Context: an optimization exercise on an open-source flow, tuned for small area, a short achievable clock period and few clock cycles. The choices shown serve that exercise and are no tape-out recipe.
RTL that was checked went through simulation tests only; none was proved equivalent to the original.
Power and IR drop assume default switching activity.

Setup of run 1:
==> flow/design.v (excerpt) <==
module adb_kbd_translator (
    input  wire        clk,
    input  wire        rst_n,         
    input  wire        in_valid,
    output wire        in_ready,
    input  wire        in_clear,      
    input  wire [7:0]  in_len,        
    input  wire [63:0] in_data,       
    output wire        ev_valid,
    input  wire        ev_ready,
    output wire [7:0]  ev_data,
    output reg  [31:0] short_count
);
    function [7:0] keymap;
        input [7:0] u;
        begin
            case (u)
                8'h04: keymap = 8'h80 | 8'h00;   
                8'h05: keymap = 8'h80 | 8'h0B;   
                8'h06: keymap = 8'h80 | 8'h08;   
                8'h07: keymap = 8'h80 | 8'h02;   
                8'h08: keymap = 8'h80 | 8'h0E;   
                8'h09: keymap = 8'h80 | 8'h03;   
                8'h0A: keymap = 8'h80 | 8'h05;   
                8'h0B: keymap = 8'h80 | 8'h04;   
  ...
Size in the first run: roughly 160 flip-flops, about 0.012 mm^2 of cells after synthesis.
==> flow/config.mk <==
export PLATFORM = sky130hd
export DESIGN_NAME = adb_kbd_translator
export DESIGN_NICKNAME = adb_kbd_translator
export VERILOG_FILES = /design/flow/design.v
export SDC_FILE = /design/flow/constraint.sdc
export NUM_CORES = 4
export LEC_CHECK = 0
export CAP_MARGIN = 20
export CORE_MARGIN = 2
export CORE_UTILIZATION = 40
export CTS_BUF_LIST = sky130_fd_sc_hd__clkbuf_8
export SETUP_SLACK_MARGIN = 4.5
export SLEW_MARGIN = 20
==> flow/constraint.sdc <==
create_clock -name core_clock -period 8.0 [get_ports {clk}]
set_input_delay 1.6000 -clock core_clock [delete_from_list [all_inputs] [get_ports {clk}]]
set_output_delay 1.6000 -clock core_clock [all_outputs]
set_load 0.01 [all_outputs]
standard.sh (not shown) runs the stock make flow with config.mk's settings and CLKGATE_MAP_FILE= SYNTH_SCRIPT=/design/flow/synth_recipe.tcl, a recipe that flattens the netlist after the stock synthesis.
==> flow/flow/run.sh <==
#!/bin/bash
# Standard layout, with plain buf_2 cells as the port buffers instead of the
# cell buffer_ports picks by default. Make's output goes to flow_make.log.
set -euo pipefail
export BUFFER_PORTS_ARGS="-buffer_cell sky130_fd_sc_hd__buf_2"
bash standard.sh > flow_make.log 2>&1
What run 2 does differently from run 1 at the input level:
--- a/flow/design.v
+++ b/flow/design.v
@@ -112,21 +112,12 @@
                 8'h69: keymap = 8'h80 | 8'h6B;   
                 8'h6A: keymap = 8'h80 | 8'h71;   
                 default: keymap = 8'h00;         
             endcase
         end
     endfunction
-    function is_mapped;
-        input [7:0] u;
-        begin
-            is_mapped = (~u[7] & ~u[6] & u[2]) | (~u[7] & ~u[5] & u[2] & ~u[1]) | (~u[7] & ~u[6] & u[3]) |
-                        (~u[7] & ~u[4] & u[3] & ~u[2] & ~u[1] & u[0]) | (~u[7] & ~u[5] & u[3] & u[1]) | (~u[7] & ~u[5] & u[4]) |
-                        (~u[7] & ~u[6] & u[4] & u[0]) | (~u[7] & ~u[6] & u[5] & ~u[1]) | (~u[7] & u[5] & ~u[4] & ~u[2] & ~u[0]) |
-                        (~u[7] & u[5] & ~u[4] & ~u[3] & u[1] & u[0]) | (~u[7] & u[6] & ~u[4] & ~u[3] & ~u[2]);
-        end
-    endfunction
     function [6:0] adb_code;
         input [6:0] u;
         begin
             adb_code[0] = (~u[6] & ~u[5] & ~u[3] & ~u[1] & u[0]) | (~u[6] & ~u[4] & ~u[2] & ~u[1] & u[0]) | (~u[6] & ~u[5] & ~u[2] & u[1] & ~u[0]) |
                           (~u[6] & ~u[4] & ~u[2] & u[1] & ~u[0]) | (~u[6] & u[3] & ~u[2] & ~u[1] & u[0]) | (~u[4] & u[3] & ~u[2] & u[1] & ~u[0]) |
                           (~u[6] & u[3] & u[2] & u[1] & u[0]) | (~u[5] & u[4] & ~u[2] & u[0]) | (~u[6] & u[4] & ~u[3] & u[1]) |
@@ -193,15 +184,15 @@
     wire [5:0]  n_map;             
     wire [41:0] n_keys;            
     genvar gi, gj;
     generate
         for (gj = 0; gj < 6; gj = gj + 1) begin : g_new
             wire [7:0] u = in_data[16 + 8*gj +: 8];
-            wire       m = is_mapped(u);
-            assign n_map[gj] = m;
-            assign n_keys[7*gj +: 7] = m ? u[6:0] : 7'd0;
+            wire [7:0] m = keymap(u);
+            assign n_map[gj] = m[7];
+            assign n_keys[7*gj +: 7] = m[7] ? u[6:0] : 7'd0;
         end
     endgenerate
     wire [35:0] eq;
     generate
         for (gi = 0; gi < 6; gi = gi + 1) begin : g_i
             for (gj = 0; gj < 6; gj = gj + 1) begin : g_j
Run 2 finished all stages; the layout is clean.
Relative to run 1, setup slack has decreased by 0.031 ns in run 2.
Relative to run 1, number of cells on the critical path decreased by 1 in run 2.
Run 2: design area lower than run 1
Row fill cell total of the finished layout: run 2 lower / run 1 higher
Comparing run 1 and run 2, the lower power was measured on run 1.
Compared to run 1, run 2 has sequential share of cell area 0.16 points higher.
Testbench counts of run 2, summed over its fixed seeds: cycles 2,446.
The RTL of run 1 was laid out without a check of its function.

==> re-timing with driven ports <==
The flow's constraints put no driver on any port. The routed layouts listed below were extracted and timed again, unchanged, in two steps. Step 1, drivers: a clkbuf_16 drives clk and a buf_2 each remaining input, both assumed. Step 2, shift: input delay + t, output delay - t, t = (earliest + latest rising clock arrival at the registers) / 2. This alone moves slack from input paths to output paths. Three values: no drivers, after step 1, after step 2; two values: the first two.
run	t (ns)	slack for setup (ns)	hold slack, ns	worst setup path at the end	worst data-port slew with drivers (ns)
run 1	0.512	4.465 / 4.477 / 3.965	0.504 / 0.504 / 0.504	input to register	0.04
run 2	0.508	4.435 / 4.439 / 3.931	0.530 / 0.530 / 0.530	input to register	0.05
After both steps every run listed still meets setup and hold. For run 2, which loses most, drivers alone change the setup slack by +0.004 ns; drivers and shift together by -0.504 ns.
